This is an optimization exercise on Yosys and OpenROAD, whose aim is small area, not a production implementation.
RTL that was checked went through simulation tests only; none was proved equivalent to the original.
The clock port is modelled as an ideal driver, which makes a skipped or thinned clock tree look cheaper than it is; a real chip needs a root buffer or a tree.
Power is estimated from default activity; no workload was simulated.

== main ==
Design mhz14a_decoder, start of the top module:
module mhz14a_decoder (
    input  wire        clk,
    input  wire [13:0] in_word,
    output wire [1:0]  st,
    output wire [3:0]  cnt,
    output wire [7:0]  buf0,
    output wire [7:0]  buf1,
    output wire [7:0]  buf2,
    output wire [7:0]  buf3,
    output wire [7:0]  buf4,
    output wire [7:0]  buf5,
    output wire [7:0]  buf6,
    output wire [7:0]  buf7,
    output wire [7:0]  buf8,
    output wire        pol,
    output wire [1:0]  err,
    output wire [7:0]  csa,
    output wire        ok,
    output wire        warn,
    output wire [15:0] conc,
    output wire        done,
    output wire        failed,
    output wire [7:0]  frame_csum,
    output wire        frame_ok,
    output wire [15:0] frame_conc,
    output wire        log_warn,
    output wire        log_err,
    output wire [7:0]  log_val
);
Size in the first run: roughly 470 cells after synthesis, ~88 flip-flops, ~3700 µm² of cells after synthesis.
==> module mhz14a_decoder, before the edit <==
module mhz14a_decoder (
    input  wire        clk,
    input  wire [13:0] in_word,
    output wire [1:0]  st,
    output wire [3:0]  cnt,
    output wire [7:0]  buf0,
    output wire [7:0]  buf1,
    output wire [7:0]  buf2,
    output wire [7:0]  buf3,
    output wire [7:0]  buf4,
    output wire [7:0]  buf5,
    output wire [7:0]  buf6,
    output wire [7:0]  buf7,
    output wire [7:0]  buf8,
    output wire        pol,
    output wire [1:0]  err,
    output wire [7:0]  csa,
    output wire        ok,
    output wire        warn,
    output wire [15:0] conc,
    output wire        done,
    output wire        failed,
    output wire [7:0]  frame_csum,
    output wire        frame_ok,
    output wire [15:0] frame_conc,
    output wire        log_warn,
    output wire        log_err,
    output wire [7:0]  log_val
);
    wire [7:0] w_d = in_word[7:0];
    wire       w_v = in_word[8];
    wire       w_e = in_word[9];
    wire       w_s = in_word[10];
    wire       w_b = in_word[11];
    wire       w_i = in_word[12];
    wire       w_r = in_word[13];
    wire clr     = w_r | w_b;
    wire op_xerr = !clr && w_e;
    wire op_sent = !clr && !w_e && w_s;
    wire op_byte = !clr && !w_e && !w_s && w_v;
    reg [1:0] st_q;
    reg [3:0] cnt_q;
    reg [7:0] b0, b1, b2, b3, b4, b5, b6, b7, b8;
    reg       pol_q;
    reg [7:0] nsum_q;
    reg       ok_q;
    wire idle  = !st_q[1] && !st_q[0];
    wire await = !st_q[1] &&  st_q[0];
    wire cnt9  = cnt_q[3] && cnt_q[0];
    wire accept = op_byte && await;
    wire [7:0] we;
    assign we[0] = accept && !cnt_q[3] && cnt_q[2:0] == 3'd0;
    assign we[1] = accept && !cnt_q[3] && cnt_q[2:0] == 3'd1;
    assign we[2] = accept && !cnt_q[3] && cnt_q[2:0] == 3'd2;
    assign we[3] = accept && !cnt_q[3] && cnt_q[2:0] == 3'd3;
    assign we[4] = accept && !cnt_q[3] && cnt_q[2:0] == 3'd4;
    assign we[5] = accept && !cnt_q[3] && cnt_q[2:0] == 3'd5;
    assign we[6] = accept && !cnt_q[3] && cnt_q[2:0] == 3'd6;
    assign we[7] = accept && !cnt_q[3] && cnt_q[2:0] == 3'd7;
    wire complete = accept && cnt_q[3];
    wire [7:0] checksum = nsum_q;
    wire cmp_ok = (w_d == checksum);
    assign frame_csum = checksum;
    assign frame_ok   = cnt9 ? ok_q : (checksum == 8'd0);
    assign frame_conc = {b2, b3};
    assign log_warn = complete && !cmp_ok &&  pol_q;
    assign log_err  = complete && !cmp_ok && !pol_q;
    assign log_val  = {8{complete && !cmp_ok}} & checksum;
    wire sum_en = we[1] | we[2] | we[3] | we[4] | we[5] | we[6];
    wire [7:0] nsum_nx = nsum_q - ({8{sum_en}} & w_d);
    always @(posedge clk) begin
        b0 <= ({8{!clr}} & b0) | ({8{we[0]}} & w_d);
        b1 <= ({8{!clr}} & b1) | ({8{we[1]}} & w_d);
        b2 <= ({8{!clr}} & b2) | ({8{we[2]}} & w_d);
        b3 <= ({8{!clr}} & b3) | ({8{we[3]}} & w_d);
        b4 <= ({8{!clr}} & b4) | ({8{we[4]}} & w_d);
        b5 <= ({8{!clr}} & b5) | ({8{we[5]}} & w_d);
        b6 <= ({8{!clr}} & b6) | ({8{we[6]}} & w_d);
        b7 <= ({8{!clr}} & b7) | ({8{we[7]}} & w_d);
        b8 <= ({8{!clr}} & b8) | ({8{complete}} & w_d);
        nsum_q <= {8{!clr}} & nsum_nx;
        pol_q  <= clr ? (!w_r && w_i) : pol_q;
        ok_q   <= cnt9 ? ok_q : cmp_ok;
        if (clr)
            cnt_q <= 4'd0;
        else if (accept)
            cnt_q <= cnt_q + 4'd1;
        if (clr)
            st_q <= 2'b00;
        else if (op_xerr) begin
            if (!st_q[1])
                st_q <= 2'b11;
        end else if (op_sent) begin
            if (idle)
                st_q <= 2'b01;
        end else if (complete)
            st_q <= {1'b1, !(cmp_ok || pol_q)};
    end
    wire is_done   =  st_q[1] && !st_q[0];
    wire is_failed =  st_q[1] &&  st_q[0];
    assign st     = st_q;
    assign cnt    = cnt_q;
    assign buf0   = b0;
    assign buf1   = b1;
    assign buf2   = b2;
    assign buf3   = b3;
    assign buf4   = b4;
    assign buf5   = b5;
    assign buf6   = b6;
    assign buf7   = b7;
    assign buf8   = b8;
    assign pol    = pol_q;
    assign err    = {is_failed && cnt9, is_failed && !cnt9};
    assign csa    = {8{cnt9}} & checksum;
    assign ok     = cnt9 && ok_q;
    assign warn   = is_done && !ok_q;
    assign conc   = {16{is_done}} & {b2, b3};
    assign done   = is_done;
    assign failed = is_failed;
endmodule
Settings: LEC_CHECK=0, ABC_AREA=1, CAP_MARGIN=20, CORE_MARGIN=2, CORE_UTILIZATION=40, SLEW_MARGIN=20; clock period 10.0 ns.
standard.sh (not shown) runs the stock make flow with config.mk's settings and CLKGATE_MAP_FILE= SYNTH_SCRIPT=/design/flow/synth_recipe.tcl, a recipe that flattens the netlist after the stock synthesis.
==> flow/flow/run.sh <==
#!/bin/bash
# Standard ORFS layout, except that the port buffers are the smallest
# buffer cell (buf_1) rather than the one buffer_ports picks by default.
set -euo pipefail
bash standard.sh "BUFFER_PORTS_ARGS=-buffer_cell sky130_fd_sc_hd__buf_1" finish > flow_make.log 2>&1
diff inputs: main => the feature branch
-- flow/design.v --
<<< main, line 44
    reg       pol_q;
    reg [7:0] nsum_q;
    reg       ok_q;
    wire idle  = !st_q[1] && !st_q[0];
    wire await = !st_q[1] &&  st_q[0];
>>> the feature branch, line 44
    reg       pol_q;
    reg [7:0] nsum_q;
    wire idle  = !st_q[1] && !st_q[0];
    wire await = !st_q[1] &&  st_q[0];
<<< main, line 62
    wire cmp_ok = (w_d == checksum);
    assign frame_csum = checksum;
    assign frame_ok   = cnt9 ? ok_q : (checksum == 8'd0);
    assign frame_conc = {b2, b3};
    assign log_warn = complete && !cmp_ok &&  pol_q;
>>> the feature branch, line 61
    wire cmp_ok = (w_d == checksum);
    assign frame_csum = checksum;
    assign frame_ok   = (b8 == checksum);
    assign frame_conc = {b2, b3};
    assign log_warn = complete && !cmp_ok &&  pol_q;
<<< main, line 81
        nsum_q <= {8{!clr}} & nsum_nx;
        pol_q  <= clr ? (!w_r && w_i) : pol_q;
        ok_q   <= cnt9 ? ok_q : cmp_ok;
        if (clr)
            cnt_q <= 4'd0;
>>> the feature branch, line 80
        nsum_q <= {8{!clr}} & nsum_nx;
        pol_q  <= clr ? (!w_r && w_i) : pol_q;
        if (clr)
            cnt_q <= 4'd0;
<<< main, line 113
    assign err    = {is_failed && cnt9, is_failed && !cnt9};
    assign csa    = {8{cnt9}} & checksum;
    assign ok     = cnt9 && ok_q;
    assign warn   = is_done && !ok_q;
    assign conc   = {16{is_done}} & {b2, b3};
    assign done   = is_done;
>>> the feature branch, line 111
    assign err    = {is_failed && cnt9, is_failed && !cnt9};
    assign csa    = {8{cnt9}} & checksum;
    assign ok     = cnt9 && frame_ok;
    assign warn   = is_done && !frame_ok;
    assign conc   = {16{is_done}} & {b2, b3};
    assign done   = is_done;
==> comparison <==
- Per the comparison of the feature branch with main, total power decreased 12 µW; all-layer global routing usage essentially unchanged; total wire length after detailed routing increased 290 µm; layout-stage area growth over the synthesis result decreased 0.55 points.
- Netlist area before placement in the feature branch is about 2% higher than in main
The RTL of the feature branch was laid out without a check of its function.

* * *

mhz14a_decoder, a different RTL version from the one above (not shown whole).
Size in the first run: roughly 420 cells after synthesis, roughly 87 flip-flops, roughly 160 I/O pins, roughly 3300 um2 of cells after synthesis.
==> module mhz14a_decoder, before the edit <==
module mhz14a_decoder (
    input  wire        clk,
    input  wire [13:0] in_word,
    output wire [1:0]  st,
    output wire [3:0]  cnt,
    output wire [7:0]  buf0,
    output wire [7:0]  buf1,
    output wire [7:0]  buf2,
    output wire [7:0]  buf3,
    output wire [7:0]  buf4,
    output wire [7:0]  buf5,
    output wire [7:0]  buf6,
    output wire [7:0]  buf7,
    output wire [7:0]  buf8,
    output wire        pol,
    output wire [1:0]  err,
    output wire [7:0]  csa,
    output wire        ok,
    output wire        warn,
    output wire [15:0] conc,
    output wire        done,
    output wire        failed,
    output wire [7:0]  frame_csum,
    output wire        frame_ok,
    output wire [15:0] frame_conc,
    output wire        log_warn,
    output wire        log_err,
    output wire [7:0]  log_val
);
    wire [7:0] w_d = in_word[7:0];
    wire       w_v = in_word[8];
    wire       w_e = in_word[9];
    wire       w_s = in_word[10];
    wire       w_b = in_word[11];
    wire       w_i = in_word[12];
    wire       w_r = in_word[13];
    wire clr     = w_r | w_b;
    wire op_xerr = !clr && w_e;
    wire op_sent = !clr && !w_e && w_s;
    wire op_byte = !clr && !w_e && !w_s && w_v;
    reg [1:0] s_q;
    reg [3:0] cnt_q;
    reg [7:0] b0, b1, b2, b3, b4, b5, b6, b7, b8;
    reg       pol_q;
    reg [7:0] nsum_q;
    wire idle  = !s_q[1] && !s_q[0];
    wire await = !s_q[1] &&  s_q[0];
    wire cnt9  = cnt_q[3] && cnt_q[0];
    wire accept = op_byte && await;
    wire [7:0] we;
    assign we[0] = accept && !cnt_q[3] && cnt_q[2:0] == 3'd0;
    assign we[1] = accept && !cnt_q[3] && cnt_q[2:0] == 3'd1;
    assign we[2] = accept && !cnt_q[3] && cnt_q[2:0] == 3'd2;
    assign we[3] = accept && !cnt_q[3] && cnt_q[2:0] == 3'd3;
    assign we[4] = accept && !cnt_q[3] && cnt_q[2:0] == 3'd4;
    assign we[5] = accept && !cnt_q[3] && cnt_q[2:0] == 3'd5;
    assign we[6] = accept && !cnt_q[3] && cnt_q[2:0] == 3'd6;
    assign we[7] = accept && !cnt_q[3] && cnt_q[2:0] == 3'd7;
    wire complete = accept && cnt_q[3];
    wire [7:0] checksum = nsum_q;
    wire cmp_ok = (w_d == checksum);
    assign frame_csum = checksum;
    assign frame_ok   = cnt9 ? s_q[0] : (checksum == 8'd0);
    assign frame_conc = {b2, b3};
    assign log_warn = complete && !cmp_ok &&  pol_q;
    assign log_err  = complete && !cmp_ok && !pol_q;
    assign log_val  = {8{complete && !cmp_ok}} & checksum;
    wire sum_en = we[1] | we[2] | we[3] | we[4] | we[5] | we[6];
    wire [7:0] nsum_nx = nsum_q - ({8{sum_en}} & w_d);
    always @(posedge clk) begin
        b0 <= ({8{!clr}} & b0) | ({8{we[0]}} & w_d);
        b1 <= ({8{!clr}} & b1) | ({8{we[1]}} & w_d);
        b2 <= ({8{!clr}} & b2) | ({8{we[2]}} & w_d);
        b3 <= ({8{!clr}} & b3) | ({8{we[3]}} & w_d);
        b4 <= ({8{!clr}} & b4) | ({8{we[4]}} & w_d);
        b5 <= ({8{!clr}} & b5) | ({8{we[5]}} & w_d);
        b6 <= ({8{!clr}} & b6) | ({8{we[6]}} & w_d);
        b7 <= ({8{!clr}} & b7) | ({8{we[7]}} & w_d);
        b8 <= ({8{!clr}} & b8) | ({8{complete}} & w_d);
        nsum_q <= {8{!clr}} & nsum_nx;
        pol_q  <= clr ? (!w_r && w_i) : pol_q;
        if (clr)
            cnt_q <= 4'd0;
        else if (accept)
            cnt_q <= {cnt_q[3] | (&cnt_q[2:0]), cnt_q[2] ^ (&cnt_q[1:0]),
                      cnt_q[1] ^ cnt_q[0], !cnt_q[0]};
        if (clr)
            s_q <= 2'b00;
        else if (op_xerr) begin
            if (!s_q[1])
                s_q <= 2'b11;
        end else if (op_sent) begin
            if (idle)
                s_q <= 2'b01;
        end else if (complete)
            s_q <= {1'b1, cmp_ok};
    end
    wire ok_c      = cnt9 && s_q[0];
    wire csum_bad  = cnt9 && !(s_q[0] || pol_q);
    wire [1:0] st_c = {s_q[1], cnt9 ? !(s_q[0] || pol_q) : s_q[0]};
    wire is_done   = cnt9 && (s_q[0] || pol_q);
    wire is_failed = csum_bad || (!cnt9 && s_q[1]);
    assign st     = st_c;
    assign cnt    = cnt_q;
    assign buf0   = b0;
    assign buf1   = b1;
    assign buf2   = b2;
    assign buf3   = b3;
    assign buf4   = b4;
    assign buf5   = b5;
    assign buf6   = b6;
    assign buf7   = b7;
    assign buf8   = b8;
    assign pol    = pol_q;
    assign err    = {csum_bad, !cnt9 && s_q[1]};
    assign csa    = {8{cnt9}} & checksum;
    assign ok     = ok_c;
    assign warn   = cnt9 && pol_q && !s_q[0];
    assign conc   = {16{is_done}} & {b2, b3};
    assign done   = is_done;
    assign failed = is_failed;
endmodule
==> flow/config.mk <==
export PLATFORM = sky130hd
export DESIGN_NAME = mhz14a_decoder
export DESIGN_NICKNAME = mhz14a_decoder
export VERILOG_FILES = /design/flow/design.v
export SDC_FILE = /design/flow/constraint.sdc
export NUM_CORES = 4
export LEC_CHECK = 0
export ABC_AREA = 1
export CAP_MARGIN = 20
export CORE_MARGIN = 2
export CORE_UTILIZATION = 60
export SLEW_MARGIN = 20
==> flow/constraint.sdc <==
create_clock -name core_clock -period 10.0 [get_ports {clk}]
set_input_delay 2.0000 -clock core_clock [delete_from_list [all_inputs] [get_ports {clk}]]
set_output_delay 2.0000 -clock core_clock [all_outputs]
set_load 0.01 [all_outputs]
==> flow/flow/run.sh <==
#!/bin/bash
# Standard ORFS layout with three changes:
#  - synthesis is synth_recipe.tcl unchanged except that Yosys's abc call uses
#    flow/abc_area.script (area-oriented, no buffering/upsizing) and full adders
#    are not extracted before abc (ADDER_MAP_FILE empty), so abc sees the whole
#    combinational logic. Registers are untouched (abc runs without -dff, after
#    dfflibmap), so their names and cells are the standard synthesis's.
#  - the port buffers are the smallest buffer cell (buf_1).
#  - the clock tree is built by flow/cts_hook.tcl (a PRE_CTS hook): one root
#    buffer and a few leaf buffers, sized to keep register clock-pin slew low.
# make's output goes to flow_make.log; each ORFS step logs to orfs/logs/.
set -euo pipefail
here=$(pwd)
{
  cat <<'TCL'
proc abc {args} {
  set i [lsearch $args -script]
  if {$i >= 0} { lset args [expr {$i + 1}] $::env(FLOW_ABC_SCRIPT) }
  set j [lsearch $args -D]
  if {$j >= 0} { set args [lreplace $args $j [expr {$j + 1}]] }
  puts "flow abc: $args"
  yosys abc {*}$args
}
TCL
  cat synth_recipe.tcl
} > flow_synth.tcl
export FLOW_ABC_SCRIPT=$here/flow/abc_area.script
export FLOW_CTS_HOOK=$here/flow/cts_hook.tcl
bash standard.sh SYNTH_SCRIPT=$here/flow_synth.tcl ADDER_MAP_FILE= \
  "BUFFER_PORTS_ARGS=-buffer_cell sky130_fd_sc_hd__buf_1" \
  PRE_CTS_TCL=$here/flow/cts_hook.tcl finish > flow_make.log 2>&1
Other scripts of this flow, unchanged in this note and not shown: flow/flow/abc_area.script, flow/flow/cts_eval.tcl, flow/flow/cts_hook.tcl
Rerun with:
--- a/flow/design.v
+++ b/flow/design.v
@@ -39,11 +39,12 @@
     wire op_sent = !clr && !w_e && w_s;
     wire op_byte = !clr && !w_e && !w_s && w_v;
-    reg [1:0] s_q;
+    reg [1:0] st_q;
     reg [3:0] cnt_q;
     reg [7:0] b0, b1, b2, b3, b4, b5, b6, b7, b8;
     reg       pol_q;
     reg [7:0] nsum_q;
-    wire idle  = !s_q[1] && !s_q[0];
-    wire await = !s_q[1] &&  s_q[0];
+    reg       ok_q;
+    wire idle  = !st_q[1] && !st_q[0];
+    wire await = !st_q[1] &&  st_q[0];
     wire cnt9  = cnt_q[3] && cnt_q[0];
     wire accept = op_byte && await;
@@ -61,5 +62,5 @@
     wire cmp_ok = (w_d == checksum);
     assign frame_csum = checksum;
-    assign frame_ok   = cnt9 ? s_q[0] : (checksum == 8'd0);
+    assign frame_ok   = cnt9 ? ok_q : (checksum == 8'd0);
     assign frame_conc = {b2, b3};
     assign log_warn = complete && !cmp_ok &&  pol_q;
@@ -80,26 +81,23 @@
         nsum_q <= {8{!clr}} & nsum_nx;
         pol_q  <= clr ? (!w_r && w_i) : pol_q;
+        ok_q   <= cnt9 ? ok_q : cmp_ok;
         if (clr)
             cnt_q <= 4'd0;
         else if (accept)
-            cnt_q <= {cnt_q[3] | (&cnt_q[2:0]), cnt_q[2] ^ (&cnt_q[1:0]),
-                      cnt_q[1] ^ cnt_q[0], !cnt_q[0]};
+            cnt_q <= cnt_q + 4'd1;
         if (clr)
-            s_q <= 2'b00;
+            st_q <= 2'b00;
         else if (op_xerr) begin
-            if (!s_q[1])
-                s_q <= 2'b11;
+            if (!st_q[1])
+                st_q <= 2'b11;
         end else if (op_sent) begin
             if (idle)
-                s_q <= 2'b01;
+                st_q <= 2'b01;
         end else if (complete)
-            s_q <= {1'b1, cmp_ok};
+            st_q <= {1'b1, !(cmp_ok || pol_q)};
     end
-    wire ok_c      = cnt9 && s_q[0];
-    wire csum_bad  = cnt9 && !(s_q[0] || pol_q);
-    wire [1:0] st_c = {s_q[1], cnt9 ? !(s_q[0] || pol_q) : s_q[0]};
-    wire is_done   = cnt9 && (s_q[0] || pol_q);
-    wire is_failed = csum_bad || (!cnt9 && s_q[1]);
-    assign st     = st_c;
+    wire is_done   =  st_q[1] && !st_q[0];
+    wire is_failed =  st_q[1] &&  st_q[0];
+    assign st     = st_q;
     assign cnt    = cnt_q;
     assign buf0   = b0;
@@ -113,8 +111,8 @@
     assign buf8   = b8;
     assign pol    = pol_q;
-    assign err    = {csum_bad, !cnt9 && s_q[1]};
+    assign err    = {is_failed && cnt9, is_failed && !cnt9};
     assign csa    = {8{cnt9}} & checksum;
-    assign ok     = ok_c;
-    assign warn   = cnt9 && pol_q && !s_q[0];
+    assign ok     = cnt9 && ok_q;
+    assign warn   = is_done && !ok_q;
     assign conc   = {16{is_done}} & {b2, b3};
     assign done   = is_done;
Result:
- The changed run passed the timing, design-rule and antenna checks
- fmax went down by 7.2%
- final area barely changes
- cell count went down by 2.3%
- power went up by 1.2%
- worst hold slack is better by 0.0033 ns
- routed wire length went up by 0.49%
- global-route usage went down by 0.34 points
- worst setup slack is worse by 0.52 ns
- synthesized cell count went down by 3.6%
- register-to-register slack is worse by 0.02 ns
- die area went down by 0.69%
No run of this note takes its clock network from TritonCTS; it comes from the design's own scripts or RTL.

[re-timing with driven ports]
The results above use ideal ports. As a check the final layouts listed here were re-extracted and re-timed, cells and wires unchanged. Step 1, drivers: a clkbuf_16 drives clk and a buf_2 each remaining input, both assumed. Step 2 times the ports against the registers' clock, not the clock port: input delays grow and output delays shrink by t, the midpoint of the rising clock arrivals with the driver on. Slacks: ideal ports / drivers / drivers and shift; pairs: ideal ports / drivers.
run | shift t [ns] | setup WS [ns] | hold WS [ns] | worst data-port slew with drivers (ns)
main | 0.382 | 4.031 / 4.011 / 4.011 | 0.466 / 0.466 / 0.466 | 0.04
the feature branch | 0.387 | 3.993 / 3.971 / 3.971 | 0.461 / 0.461 / 0.461 | 0.04
the first run of note 2 | 0.413 | 3.274 / 3.245 / 3.245 | 0.463 / 0.463 / 0.463 | 0.05
the second run of note 2 | 0.408 | 2.755 / 2.729 / 2.729 | 0.466 / 0.466 / 0.466 | 0.05
After both steps setup and hold are still met in every run listed. The setup slack of the first run of note 2, which loses most, moves by -0.029 ns with the drivers and by -0.029 ns with both steps.
